Context: an optimization exercise on an open-source flow, tuned for small area, a short achievable clock period and few clock cycles. The choices shown serve that exercise and are no tape-out recipe. RTL that was checked went through simulation tests only; none was proved equivalent to the original. Power and IR drop assume default switching activity.

== build 83 ==
Design eclog_core, start of the top module:
module eclog_core (
    input  wire        clk,
    input  wire        rst,
    input  wire        in_valid,
    input  wire [7:0]  in_data,
    output wire        in_ready,
    output reg         out_valid,
    output reg  [7:0]  out_data,
    input  wire        out_ready,
    output wire        mem_req,
    output reg         mem_we,
    output reg  [10:0] mem_addr,
    output wire [7:0]  mem_wdata,
    input  wire        mem_ready,
    input  wire [7:0]  mem_rdata
);
clock: 7.0 ns
lec_check: 0
abc_area: 1
cap_margin: 20
core_margin: 2
core_utilization: 40
slew_margin: 20
run.sh (not shown) runs the stock make flow with config.mk's settings and CLKGATE_MAP_FILE= SYNTH_SCRIPT=/design/flow/synth_recipe.tcl, a recipe that flattens the netlist after the stock synthesis.
#### Input delta (build 11 over build 83)
--- a/flow/config.mk
+++ b/flow/config.mk
@@ -6,5 +6,4 @@
 export NUM_CORES = 4
 export LEC_CHECK = 0
-export ABC_AREA = 1
 export CAP_MARGIN = 20
 export CORE_MARGIN = 2
## What came out
Leading cell type in the layout, fill and taps excluded = nand2_1: build 83; leading cell type in the layout, fill and taps excluded = nor2_1: build 11
Diff build 83 -> build 11 | final-stage net count | down by more than 10%
Delta (build 11 minus build 83): total wire length +about 3%; part of the power in the clock network +3.0 points; fraction of area in non-clock buffers +1.0 points; sequential share of cell area -0.23 points.
Build 11 reports its critical path startpoint as mem_addr[2] while build 83 reports mem_addr[0].
> inputs changed (build 11 -> build 65)
--- a/flow/config.mk
+++ b/flow/config.mk
@@ -6,6 +6,8 @@
 export NUM_CORES = 4
 export LEC_CHECK = 0
+export ABC_AREA = 1
 export CAP_MARGIN = 20
 export CORE_MARGIN = 2
 export CORE_UTILIZATION = 40
+export SETUP_SLACK_MARGIN = 4.0
 export SLEW_MARGIN = 20
Findings:
- [compare] base=build 11 new=build 65: number of rows in the core area dropped 1.9%, register area share after synthesis climbed 0.70 points, insertion delay of the later-clocked pin in the worst-skew pair barely changed.
Edits applied to the flow inputs when going from build 65 to build 76:
--- a/flow/config.mk
+++ b/flow/config.mk
@@ -6,5 +6,6 @@
 export NUM_CORES = 4
 export LEC_CHECK = 0
-export ABC_AREA = 1
+export ABC_AREA = 0
+export ABC_CLOCK_PERIOD_IN_PS = 2500
 export CAP_MARGIN = 20
 export CORE_MARGIN = 2
--- outcome ---
Going from build 65 to build 76, part of the power in combinational logic shrinks by 8.4 points.
Comparing build 76 and build 65, the higher stage delay of the slowest cell on the critical path was measured on build 76.
Endpoint of the most critical setup path: mem_wdata[6] -> build 65, l_exp[2] -> build 76
Lower switching power among build 76 and build 65: build 76
Of build 76 and build 65, the higher finished layout cell area belongs to build 76.
No run of this note included a check of the RTL's function; only the layout flow was run.

Another version of the RTL of eclog_core (not shown whole).
For scale: about 1000 cells after synthesis, roughly 88 flip-flops, ~52 I/O pins, about 7500 um2 of cells after synthesis.
Design eclog_core, start of the top module:
module eclog_core (
    input  wire        clk,
    input  wire        rst,
    input  wire        in_valid,
    input  wire [7:0]  in_data,
    output reg         in_ready,
    output reg         out_valid,
    output reg  [7:0]  out_data,
    input  wire        out_ready,
    output reg         mem_req,
    output reg         mem_we,
    output reg  [10:0] mem_addr,
    output reg  [7:0]  mem_wdata,
    input  wire        mem_ready,
    input  wire [7:0]  mem_rdata
);
export LEC_CHECK = 0
export ABC_AREA = 0
export CAP_MARGIN = 20
export CORE_MARGIN = 2
export CORE_UTILIZATION = 60
export PLACE_DENSITY = 0.75
export SETUP_SLACK_MARGIN = 4.3
export SLEW_MARGIN = 20
create_clock -name core_clock -period 7.0 [get_ports {clk}]
standard.sh (not shown) runs the stock make flow with config.mk's settings and CLKGATE_MAP_FILE= SYNTH_SCRIPT=/design/flow/synth_recipe.tcl, a recipe that flattens the netlist after the stock synthesis.
==> flow/flow/run.sh <==
#!/bin/bash
# The standard layout (standard.sh, synthesis unchanged), with the
# input and output ports buffered by sky130_fd_sc_hd__buf_2 instead of the
# delay-cell buffer ORFS picks by default. make's full output goes to
# standard.log; ORFS keeps each step's log under orfs/logs/.
set -euo pipefail
export BUFFER_PORTS_ARGS="-buffer_cell sky130_fd_sc_hd__buf_2"
bash standard.sh > standard.log 2>&1
Testbench counts at the start, summed over its fixed seeds: cycles 45,479.
Next try:
--- a/flow/config.mk
+++ b/flow/config.mk
@@ -8 +8 @@
-export ABC_AREA = 0
+export ABC_AREA = 1
@@ -11,2 +11,2 @@
-export CORE_UTILIZATION = 60
-export PLACE_DENSITY = 0.75
+export CORE_UTILIZATION = 70
+export PLACE_DENSITY = 0.85
What happened:
- core utilization climbs by 10 points
- critical path depth climbs by 7
- register-to-register slack barely changes
- worst setup slack gains 0.11 ns

static timing again, ports no longer ideal:
The results above use ideal ports. As a check the final layouts listed here were re-extracted and re-timed, cells and wires unchanged.
Step 1 assumes that a clkbuf_16 drives the clock port and a buf_2 every other input.
Step 2 moves the port delays by t, midway between the first and last clock arrival at a register: inputs arrive t later, outputs are due t later. That takes back most of the time a late clock gives input paths.
Three values: no drivers, after step 1, after step 2; two values: the first two.
run | t (ns) | setup WS [ns] | hold WS [ns] | worst setup path after step 2 | worst data-port slew with drivers (ns)
build 83 | 0.394 | 2.816 / 2.771 / 2.977 | 0.483 / 0.483 / 0.483 | input to register | 0.04
build 11 | 0.390 | 2.625 / 2.580 / 2.478 | 0.518 / 0.518 / 0.518 | input to register | 0.04
build 65 | 0.400 | 3.620 / 3.575 / 3.683 | 0.481 / 0.481 / 0.481 | input to register | 0.06
build 76 | 0.399 | 3.606 / 3.615 / 3.216 | 0.514 / 0.514 / 0.514 | input to register | 0.05
the first run of note 2 | 0.394 | 4.135 / 4.130 / 3.737 | 0.452 / 0.452 / 0.452 | input to register | 0.06
the second run of note 2 | 0.418 | 4.246 / 4.246 / 3.941 | 0.465 / 0.465 / 0.465 | input to register | 0.03
After both steps setup and hold are still met in every run listed. For the first run of note 2, which loses most, drivers alone change the setup slack by -0.005 ns; drivers and shift together by -0.398 ns.
